What follows belongs to an exercise in optimizing a design on an open flow for small area; a production flow would make more cautious choices.
The RTL was checked by simulation tests, not by an equivalence proof against the original design.
Power and IR drop assume default switching activity.

[run.sh]
#!/bin/bash
# synth_recipe.tcl (not shown) runs the flow's synth.tcl, then flattens the netlist and writes it again
# the make line also repeats each setting of config.mk as NAME=value (left out here)
make -C /OpenROAD-flow-scripts/flow DESIGN_CONFIG=/design/flow/config.mk WORK_HOME=/design/flow/orfs CLKGATE_MAP_FILE= SYNTH_SCRIPT=/design/flow/synth_recipe.tcl finish
[config.mk]
export PLATFORM = sky130hd
export DESIGN_NAME = usb_msc_bot
export DESIGN_NICKNAME = usb_msc_bot
export VERILOG_FILES = /design/flow/design.v
export SDC_FILE = /design/flow/constraint.sdc
export NUM_CORES = 4
export LEC_CHECK = 0
export CAP_MARGIN = 20
export CORE_MARGIN = 2
export CORE_UTILIZATION = 40
export PLACE_DENSITY = 0.6
export SLEW_MARGIN = 20
[constraint.sdc]
create_clock -name core_clock -period 10.0 [get_ports {clk}]
set_input_delay 2.0000 -clock core_clock [delete_from_list [all_inputs] [get_ports {clk}]]
set_output_delay 2.0000 -clock core_clock [all_outputs]
set_load 0.01 [all_outputs]
[design.v]
module usb_msc_bot #(
    parameter [31:0] T_DATA_MS = 32'd250,   
    parameter [31:0] T_CSW_MS  = 32'd100    
) (
    input  wire        clk,
    input  wire        rst,            
    input  wire [31:0] now_ms,         
    input  wire [31:0] flash_blocks,   
    input  wire        out_valid,
    input  wire [7:0]  out_data,
    output wire        out_ready,
    output reg         in_valid,
    output reg  [7:0]  in_data,
    output reg         in_csw,
    input  wire        in_ready,
    output wire        fl_cmd_valid,
    output wire        fl_cmd_write,
    output wire [31:0] fl_cmd_addr,
    output wire [24:0] fl_cmd_len,
    input  wire        fl_sts_valid,
    input  wire        fl_sts_ok,
    output reg         fl_abort,
    input  wire        fl_rd_valid,
    input  wire [7:0]  fl_rd_data,
    output wire        fl_rd_ready,
    output wire        fl_wr_valid,
    output wire [7:0]  fl_wr_data,
    input  wire        fl_wr_ready
);
    localparam [2:0] S_CBW   = 3'd0,    
                     S_DISP  = 3'd1,    
                     S_RWAIT = 3'd2,    
                     S_DIN   = 3'd3,    
                     S_WDATA = 3'd4,    
                     S_WSTS  = 3'd5,    
                     S_CPRE  = 3'd6,    
                     S_CSW   = 3'd7;    
    localparam [2:0] K_NODATA = 3'd0,
                     K_RS     = 3'd1,
                     K_INQ    = 3'd2,
                     K_MS     = 3'd3,
                     K_RC     = 3'd4,
                     K_RD     = 3'd5,
                     K_WR     = 3'd6;
    localparam [2:0] L_NONE  = 3'd0,
                     L_INV   = 3'd1,    
                     L_RDERR = 3'd2,    
                     L_WRERR = 3'd3,    
                     L_TMO   = 3'd4;    
    genvar gi;
    reg  [2:0]  state;
    reg  [2:0]  kind;
    reg         status;       
    reg  [2:0]  sense;
    reg         sig_ok;
    reg  [63:0] tdr;          
    reg  [38:0] lb;           
    reg  [8:0]  st_lo;        
    reg  [24:0] cnt;          
    reg  [3:0]  ci;           
    reg         bor;          
    reg         sat;          
    wire [15:0] blocks = lb[15:0];
    wire [31:0] dtl    = {tdr[7:0], tdr[15:8], tdr[23:16], tdr[31:24]};
    wire [31:0] start  = {lb[38:16], st_lo};
    assign fl_cmd_addr  = {lb[38:16], 9'd0};
    assign fl_cmd_len   = {blocks, 9'd0};
    wire st_cbw  = (state == S_CBW);
    wire st_disp = (state == S_DISP);
    wire st_din  = (state == S_DIN);
    wire st_csw  = (state == S_CSW);
    wire k_rw    = (kind == K_RD) || (kind == K_WR);
    wire blk_nz  = |blocks;
    wire dtl_small = ~|dtl[31:6];
    wire dtl_nz  = |dtl;
    assign fl_cmd_valid = st_disp && k_rw && blk_nz;
    assign fl_cmd_write = (kind == K_WR);
    wire writing = (st_disp && kind == K_WR && blk_nz) || (state == S_WDATA);
    assign out_ready   = st_cbw || (writing && fl_wr_ready);
    assign fl_wr_valid = writing && out_valid;
    assign fl_wr_data  = out_data;
    assign fl_rd_ready = st_din && (kind == K_RD) && in_ready;
    wire out_fire = out_valid && out_ready;
    wire [25:0] ic;
    wire [24:0] cnt_inc;
    assign ic[0] = 1'b1;
    generate for (gi = 0; gi < 25; gi = gi + 1) begin : g_inc
        assign cnt_inc[gi] = cnt[gi] ^ ic[gi];
        assign ic[gi+1] = cnt[gi] & ic[gi];
    end endgenerate
    wire [32:0] eb;
    wire [31:0] elapsed;
    assign eb[0] = 1'b0;
    generate for (gi = 0; gi < 32; gi = gi + 1) begin : g_sub
        assign elapsed[gi] = now_ms[gi] ^ start[gi] ^ eb[gi];
        assign eb[gi+1] = (~now_ms[gi] & start[gi]) | (~(now_ms[gi] ^ start[gi]) & eb[gi]);
    end endgenerate
    wire expired = (|elapsed[31:8]) ||
                   (st_csw ? (elapsed[7:0] >= T_CSW_MS[7:0]) : (elapsed[7:0] >= T_DATA_MS[7:0]));
    reg [7:0] inq_b;
    always @(*) begin
        case (cnt[5:0])
            6'd3:  inq_b = 8'h02;
            6'd4:  inq_b = 8'h1F;
            6'd8:  inq_b = 8'h55;
            6'd9:  inq_b = 8'h4E;
            6'd10: inq_b = 8'h49;
            6'd11: inq_b = 8'h56;
            6'd12: inq_b = 8'h42;
            6'd13: inq_b = 8'h4F;
            6'd14: inq_b = 8'h58;
            6'd15: inq_b = 8'h20;
            6'd16: inq_b = 8'h53;
            6'd17: inq_b = 8'h50;
            6'd18: inq_b = 8'h49;
            6'd19: inq_b = 8'h20;
            6'd20: inq_b = 8'h46;
            6'd21: inq_b = 8'h4C;
            6'd22: inq_b = 8'h41;
            6'd23: inq_b = 8'h53;
            6'd24: inq_b = 8'h48;
            6'd25: inq_b = 8'h20;
            6'd26: inq_b = 8'h44;
            6'd27: inq_b = 8'h49;
            6'd28: inq_b = 8'h53;
            6'd29: inq_b = 8'h4B;
            6'd30: inq_b = 8'h20;
            6'd31: inq_b = 8'h20;
            6'd32: inq_b = 8'h31;
            6'd33: inq_b = 8'h2E;
            6'd34: inq_b = 8'h30;
            6'd35: inq_b = 8'h30;
            default: inq_b = 8'h00;
        endcase
    end
    reg [3:0] s_key;
    reg [7:0] s_asc;
    always @(*) begin
        case (sense)
            L_INV:   begin s_key = 4'h5; s_asc = 8'h20; end
            L_RDERR: begin s_key = 4'h3; s_asc = 8'h11; end
            L_WRERR: begin s_key = 4'h3; s_asc = 8'h0C; end
            L_TMO:   begin s_key = 4'hB; s_asc = 8'h00; end
            default: begin s_key = 4'h0; s_asc = 8'h00; end
        endcase
    end
    reg [7:0] rs_b;
    always @(*) begin
        case (cnt[4:0])
            5'd0:  rs_b = 8'h70;
            5'd2:  rs_b = {4'h0, s_key};
            5'd7:  rs_b = 8'h0A;
            5'd12: rs_b = s_asc;
            default: rs_b = 8'h00;
        endcase
    end
    reg [7:0] ms_b;
    always @(*) begin
        case (cnt[1:0])
            2'd0: ms_b = 8'h03;
            2'd2: ms_b = 8'h80;
            default: ms_b = 8'h00;
        endcase
    end
    reg [7:0] rc_b;
    always @(*) begin
        case (cnt[2:0])
            3'd0: rc_b = flash_blocks[31:24];
            3'd1: rc_b = flash_blocks[23:16];
            3'd2: rc_b = flash_blocks[15:8];
            3'd3: rc_b = flash_blocks[7:0];
            3'd6: rc_b = 8'h02;
            default: rc_b = 8'h00;
        endcase
    end
    reg [7:0] din_b;
    always @(*) begin
        case (kind)
            K_RS:    din_b = rs_b;
            K_INQ:   din_b = inq_b;
            K_MS:    din_b = ms_b;
            K_RC:    din_b = rc_b;
            default: din_b = fl_rd_data;
        endcase
    end
    reg [5:0] fix_n;
    always @(*) begin
        case (kind)
            K_RS:    fix_n = 6'd18;
            K_INQ:   fix_n = 6'd36;
            K_MS:    fix_n = 6'd4;
            default: fix_n = 6'd8;
        endcase
    end
    wire din_last = (kind == K_RD) ? (cnt_inc == {blocks, 9'd0})
                                   : ((cnt_inc[5:0] == fix_n) ||
                                      (dtl_small && cnt_inc[5:0] == dtl[5:0]));
    wire wr_last  = (cnt_inc == {blocks, 9'd0});
    reg [7:0] x_b;
    always @(*) begin
        case (ci[1:0])
            2'd0: x_b = cnt[7:0];
            2'd1: x_b = cnt[15:8];
            2'd2: x_b = cnt[23:16];
            default: x_b = {7'd0, cnt[24]};
        endcase
    end
    wire [7:0] sub_a  = ci[3] ? tdr[63:56] : tdr[31:24];
    wire       bor_in = (ci[1:0] != 2'd0) && bor;
    wire [8:0] db;
    wire [8:0] diff;
    assign db[0] = bor_in;
    generate for (gi = 0; gi < 8; gi = gi + 1) begin : g_res
        assign diff[gi] = sub_a[gi] ^ x_b[gi] ^ db[gi];
        assign db[gi+1] = (~sub_a[gi] & x_b[gi]) | (~(sub_a[gi] ^ x_b[gi]) & db[gi]);
    end endgenerate
    assign diff[8] = db[8];
    reg [7:0] csw_b;
    always @(*) begin
        if (ci[3:2] == 2'd0) begin
            case (ci[1:0])
                2'd0: csw_b = 8'h55;
                2'd1: csw_b = 8'h53;
                2'd2: csw_b = 8'h42;
                default: csw_b = 8'h53;
            endcase
        end else if (ci[3:2] == 2'd1)
            csw_b = tdr[63:56];
        else if (ci[3:2] == 2'd2)
            csw_b = sat ? 8'h00 : diff[7:0];
        else
            csw_b = {7'd0, status};
    end
    always @(*) begin
        in_csw   = st_csw;
        in_valid = st_csw || (st_din && (kind != K_RD || fl_rd_valid));
        in_data  = st_csw ? csw_b : din_b;
    end
    wire in_fire = in_valid && in_ready;
    wire cbw_fire = st_cbw && out_fire;
    wire csw_shift = st_csw && in_fire && (ci[3:2] == 2'd1 || ci[3:2] == 2'd2);
    always @(posedge clk) begin
        if ((cbw_fire && cnt[4:0] >= 5'd4 && cnt[4:0] <= 5'd11) || csw_shift)
            tdr <= {tdr[55:0], out_data};
        if (cbw_fire && ((cnt[4:0] >= 5'd17 && cnt[4:0] <= 5'd20) ||
                         cnt[4:0] == 5'd22 || cnt[4:0] == 5'd23))
            lb <= {lb[30:0], out_data};
        else if (state == S_DISP || state == S_RWAIT || state == S_CPRE)
            {lb[38:16], st_lo} <= now_ms;
        if (cbw_fire) begin
            if (cnt[4:0] == 5'd0)
                sig_ok <= (out_data == 8'h55);
            else if (cnt[4:0] <= 5'd3)
                sig_ok <= sig_ok && (out_data == ((cnt[1:0] == 2'd3) ? 8'h43 :
                                                  (cnt[1:0] == 2'd2) ? 8'h42 : 8'h53));
        end
        if (st_csw && in_fire) begin
            ci  <= ci + 4'd1;
            bor <= diff[8];
            if (ci == 4'd7)
                sat <= diff[8];
        end else if (state == S_CPRE)
            ci <= 4'd0;
    end
    always @(posedge clk) begin
        fl_abort <= 1'b0;
        if (rst) begin
            state <= S_CBW;
            cnt   <= 25'd0;
            sense <= L_NONE;
        end else begin
            case (state)
            S_CBW: if (out_fire) begin
                cnt <= cnt_inc;
                if (cnt[4:0] == 5'd15 && sig_ok) begin
                    status <= 1'b0;
                    case (out_data)
                        8'h00: begin kind <= K_NODATA; status <= (sense != L_NONE); end
                        8'h03: kind <= K_RS;
                        8'h12: kind <= K_INQ;
                        8'h1A: kind <= K_MS;
                        8'h25: kind <= K_RC;
                        8'h28: kind <= K_RD;
                        8'h2A: kind <= K_WR;
                        8'h1B, 8'h1E: kind <= K_NODATA;
                        default: begin
                            kind   <= K_NODATA;
                            status <= 1'b1;
                            sense  <= L_INV;
                        end
                    endcase
                end
                if (cnt[4:0] == 5'd30) begin
                    cnt <= 25'd0;
                    if (sig_ok)
                        state <= S_DISP;
                end
            end
            S_DISP: begin
                if (kind == K_NODATA)
                    state <= S_CPRE;
                else if (k_rw) begin
                    if (!blk_nz)
                        state <= S_CPRE;
                    else if (kind == K_RD)
                        state <= S_RWAIT;
                    else begin
                        if (out_fire) cnt <= cnt_inc;
                        state <= S_WDATA;
                    end
                end else begin
                    if (!dtl_nz) begin
                        if (kind == K_RS) sense <= L_NONE;
                        state <= S_CPRE;
                    end else
                        state <= S_DIN;
                end
            end
            S_RWAIT: if (fl_sts_valid) begin
                if (fl_sts_ok)
                    state <= S_DIN;
                else begin
                    status <= 1'b1;
                    sense  <= L_RDERR;
                    state  <= S_CPRE;
                end
            end
            S_DIN: begin
                if (in_fire) cnt <= cnt_inc;
                if (in_fire && din_last) begin
                    if (kind == K_RS) sense <= L_NONE;
                    state <= S_CPRE;
                end else if (expired) begin
                    cnt    <= 25'd0;
                    status <= 1'b1;
                    if (sense == L_NONE) sense <= L_TMO;
                    if (kind == K_RD) fl_abort <= 1'b1;
                    state  <= S_CPRE;
                end
            end
            S_WDATA: if (out_fire) begin
                cnt <= cnt_inc;
                if (wr_last) state <= S_WSTS;
            end
            S_WSTS: if (fl_sts_valid) begin
                if (!fl_sts_ok) begin
                    status <= 1'b1;
                    sense  <= L_WRERR;
                end
                state <= S_CPRE;
            end
            S_CPRE: state <= S_CSW;
            S_CSW: begin
                if (in_fire && ci == 4'd12) begin
                    cnt   <= 25'd0;
                    state <= S_CBW;
                end else if (expired) begin
                    cnt   <= 25'd0;
                    state <= S_CBW;
                end
            end
            endcase
        end
    end
endmodule
==> run summary <==
worst slack on hold paths=423 ps; layout cells sized above 1=0.188; internal power contribution=around 1.1 mW; Data arrival, critical path=~14000 ps; worst min-delay path class=register to register; detail-routed net length per standard cell=between 20 and 25 um; wire length of the first global-routing pass=between 40000 and 50000 um; Worst Skew=14.4 ps; Comb pwr share=0.116; top routing layer in use=met4; post-route antenna net violation count=0; run status=finished with violations; power density cells=roughly 120 mW/mm2; Setup violations, final=40; number of standard-cell rows in the floorplan=58; sum of negative setup slack=-124520 ps; Die H=around 160 um; Worst Hold Launch=tdr[46]; Critical R2R Capture=inq_b[5]; portion of total power attributed to sequential cells=0.467; fin worst setup slack=-3720 ps; net switching share of the total power=0.263; number of placed cells counting well taps=roughly 1500; origin of the critical flop-to-flop path=st_lo[0]; Clk pwr share=0.418; Overflow after GRT=0; setup slack of the worst register-to-register path=-2490 ps; total via count in the routed design=~8600; largest net degree at the start of global routing=65; Data required, critical path=10310 ps; min Tclk post-route=~14000 ps; unique cell type count in the Yosys netlist=between 80 and 90; net switching power of the design=0.408 mW; Final Max Tran Viols=0; count of unresolved DRC violations after routing=0; total power=around 1.6 mW; Min-Delay Path Depth=0; number of clock buffers inserted by TritonCTS=17; type of the worst setup path=input pin to register; sum of routed wire segments on met1=14100 um; detailed-router iteration count before antenna repair=5; Setup crit start=now_ms[0]; level count of the clock H-tree=4; count of boundary I/O pins=around 170; CTS hold repair buffers=0; Post-synth top flop=sky130_fd_sc_hd__edfxtp_1; width of the die=164 um; synthesized flop and latch total=162; finished layout cell area=approximately 0.013 mm2; detailed-route vias per instance=5.70; routed length on met2=between 15000 and 20000 um; biggest fanout along the worst timing path=4; core region area=about 0.025 mm2; summed instance area of the synthesized netlist=between 0.01 and 0.015 mm2; Placement Setup Slack=-4870 ps; Post-Route WL=around 33000 um; endpoint kind of the worst setup timing path=register; area grow syn2layout=31.3%; Worst path most repeated cell=sky130_fd_sc_hd__fa_2; worst-case clock buffer depth=2; clock tree root driver cell=sky130_fd_sc_hd__clkbuf_16; register area share after synthesis=0.440; First DRT Iteration DRCs=approximately 1000; Cell Area, Placed=~0.012 mm2; number of enable-type register cells in the synthesized netlist=around 120; Avg Cell Area, Syn=slightly above 10 um2; final cycle utilization of the critical path=1.37; Worst VDD drop=about 0.096 mV; Max Freq=roughly 73 MHz; Critical Path Start Type=input pin; Worst path slowest cell=sky130_fd_sc_hd__a2111o_2; critical path's largest stage delay=about 560 ps; Async S/R FF share, synth=0; slew at the pin closest to its max-slew limit=slightly above 900 ps; core occupancy in the finished layout=0.532; Routability Congestion=a little under 1; Failing Checks=setup timing; met3 wirelength from detailed routing=~1900 um; die footprint=roughly 0.027 mm2; unrepaired setup endpoints after global routing=yes; post-detailed-placement half-perimeter wirelength=between 20000 and 30000 um; TritonCTS clock tree=yes; Initial Util=0.405; Non-Filler Instances=1504; final hold vios=0; headroom to the max-slew limit=0.390; cells after synthesis=roughly 990; antenna violations before repair=0; number of global-route vias before repair=approximately 8400; Antenna diodes=0; count of yosys warnings during synthesis=1; static leakage=roughly 4.8 nW; Clk pin slew, worst setup/hold paths=roughly 70 ps; hold worst-path end=tdr[54]; overall fraction of global-route tracks in use=0.248; depth of the most critical reg-to-reg path=43; maximum capacitance violations=0; PortBufs=150; source-to-sink clock delay at the later pin of the worst-skew pair=roughly 440 ps; TritonCTS sink count=about 160; number of nets at the end of the flow=1328
## Yosys cell counts (6+ instances only)
master | number | share of area
sky130_fd_sc_hd__dfxtp_1 | 39 | 0.077
sky130_fd_sc_hd__o211ai_1 | 8 | 0.0059
sky130_fd_sc_hd__ha_1 | 41 | 0.050
sky130_fd_sc_hd__nand3_1 | 23 | 0.011
sky130_fd_sc_hd__edfxtp_1 | 123 | 0.36
sky130_fd_sc_hd__nand4_1 | 16 | 0.0098
sky130_fd_sc_hd__o21ai_0 | 52 | 0.026
sky130_fd_sc_hd__buf_4 | 26 | 0.019
sky130_fd_sc_hd__clkbuf_1 | 45 | 0.017
sky130_fd_sc_hd__nor3_1 | 20 | 0.0098
sky130_fd_sc_hd__or3_1 | 9 | 0.0055
sky130_fd_sc_hd__inv_1 | 60 | 0.022
sky130_fd_sc_hd__nand2_1 | 83 | 0.031
sky130_fd_sc_hd__and3_1 | 11 | 0.0068
sky130_fd_sc_hd__nor2b_1 | 9 | 0.0055
sky130_fd_sc_hd__a31oi_1 | 9 | 0.0055
sky130_fd_sc_hd__xor2_1 | 6 | 0.0052
sky130_fd_sc_hd__nor4_1 | 21 | 0.013
sky130_fd_sc_hd__nor2_1 | 71 | 0.026
sky130_fd_sc_hd__mux2_2 | 14 | 0.015
sky130_fd_sc_hd__o22ai_1 | 9 | 0.0055
sky130_fd_sc_hd__nand2b_1 | 14 | 0.0086
sky130_fd_sc_hd__a222oi_1 | 15 | 0.015
sky130_fd_sc_hd__a211oi_1 | 9 | 0.0066
sky130_fd_sc_hd__a21oi_1 | 45 | 0.022
sky130_fd_sc_hd__xnor2_1 | 25 | 0.022
sky130_fd_sc_hd__fa_1 | 38 | 0.075
sky130_fd_sc_hd__or2_2 | 9 | 0.0055
sky130_fd_sc_hd__a22oi_1 | 28 | 0.021
## layer usage
layer | vias to the layer above | GRT usage
met1 | 4263 | 0.345
met5 | - | 0
met2 | 303 | 0.403
met4 | 0 | 0.0666
li1 | 3962 | -
met3 | 43 | 0.0401
## worst max-delay path, delay by kind of cell
family | cells | cell delay (ps)
and+or+nand+nor | 5 | 890
AOI/OAI and AO/OA | 4 | 1150
buffers and inverters | 5 | 360
adders and majority gates | 31 | 9630
## cell families (layout without fill, tap and decap cells)
logic type	after synthesis	after routing	synth area share
AOI/OAI and AO/OA	236	236	0.160
muxes	20	20	0.0215
DFF	162	162	0.440
xor gates and xnor gates	33	33	0.0312
and+or+nand+nor	316	316	0.157
buffers and inverters	144	309	0.0640
other	1	18	0.000368
adders and majority gates	80	80	0.126
## power by group through the flow
stage	Clock, mW	Sequential, mW	Combinational, mW
floorplan	0	0.737	0.0887
global placement	0	0.739	0.164
detailed placement	0	0.739	0.165
CTS	0.661	0.724	0.171
global route	0.688	0.724	0.195
finish	0.648	0.724	0.179
## placed cells by master, fill, tap and decap left out, drive strengths merged, types with 10 or more instances in the layout
| cell | netlist | final |
|---|---|---|
| buf | 35 | 64 |
| a222oi | 15 | 15 |
| and3 | 11 | 11 |
| a22oi | 28 | 28 |
| fa | 38 | 38 |
| nand2 | 84 | 84 |
| inv | 62 | 68 |
| a21oi | 46 | 46 |
| ha | 41 | 41 |
| edfxtp | 123 | 123 |
| conb | 1 | 18 |
| clkdlybuf4s50 | 0 | 147 |
| nand2b | 14 | 14 |
| clkbuf | 45 | 17 |
| mux2 | 15 | 15 |
| nor4 | 21 | 21 |
| nor3 | 20 | 20 |
| nor2 | 73 | 73 |
| dfxtp | 39 | 39 |
| nand4 | 16 | 16 |
| a211oi | 10 | 10 |
| nand3 | 23 | 23 |
| xnor2 | 25 | 25 |
| o21ai | 53 | 53 |
## cell type report
cell class	count	area, um2
clock buffer	17	425
clock inverter	15	169
fill	2324	11700
inverter	64	255
multi-input combinational	703	5580
sequential	162	4470
tap	330	413
timing repair buffer	213	2050
## state kept, by name (all words and copies together), names as in the netlist
| signal | flops |
|---|---|
| sat | 1 |
| inq_b | 7 |
| fl_abort | 1 |
| sig_ok | 1 |
| sense | 3 |
| tdr | 64 |
| cnt | 25 |
| state | 3 |
| lb | 39 |
| st_lo | 9 |
| ci | 4 |
| bor | 1 |
| status | 1 |
| kind | 3 |
## timing repair
item                                    CTS  global route
setup buffers                             9            11
pin swaps                                15            16
endpoints found under the setup margin   40            40
resized for setup                        57            42
## worst max path at each step
stage,depth (start not counted),slack (ps),endpoint
2_1_floorplan,48,-3710,inq_b[1]
3_3_place_gp,44,-4550,inq_b[1]
3_5_place_dp,49,-4870,inq_b[1]
4_1_cts,49,-3650,inq_b[1]
5_1_grt,48,-4070,inq_b[1]
6_report,45,-3720,inq_b[5]

==> what the ideal ports hide <==
The results above use ideal ports. As a check the final layout listed here was re-extracted and re-timed, cells and wires unchanged.
Step 1 assumes that a clkbuf_16 drives the clock port and a buf_2 every other input.
Step 2, shift: input delay + t, output delay - t, t = (earliest + latest rising clock arrival at the registers) / 2. This alone moves slack from input paths to output paths.
a / b / c = ideal ports / drivers / drivers and shift; a / b = the first two.
shift t [ns]: 0.480
setup WS [ns]: -3.721 / -3.738 / -4.218
hold WS [ns]: 0.423 / 0.423 / 0.423
latest minus earliest clock arrival (ns): 0.014 / 0.014
worst slew at a driven data input, ns: 0.06
The setup slack of this run moves by -0.017 ns with the drivers and by -0.497 ns with both steps.
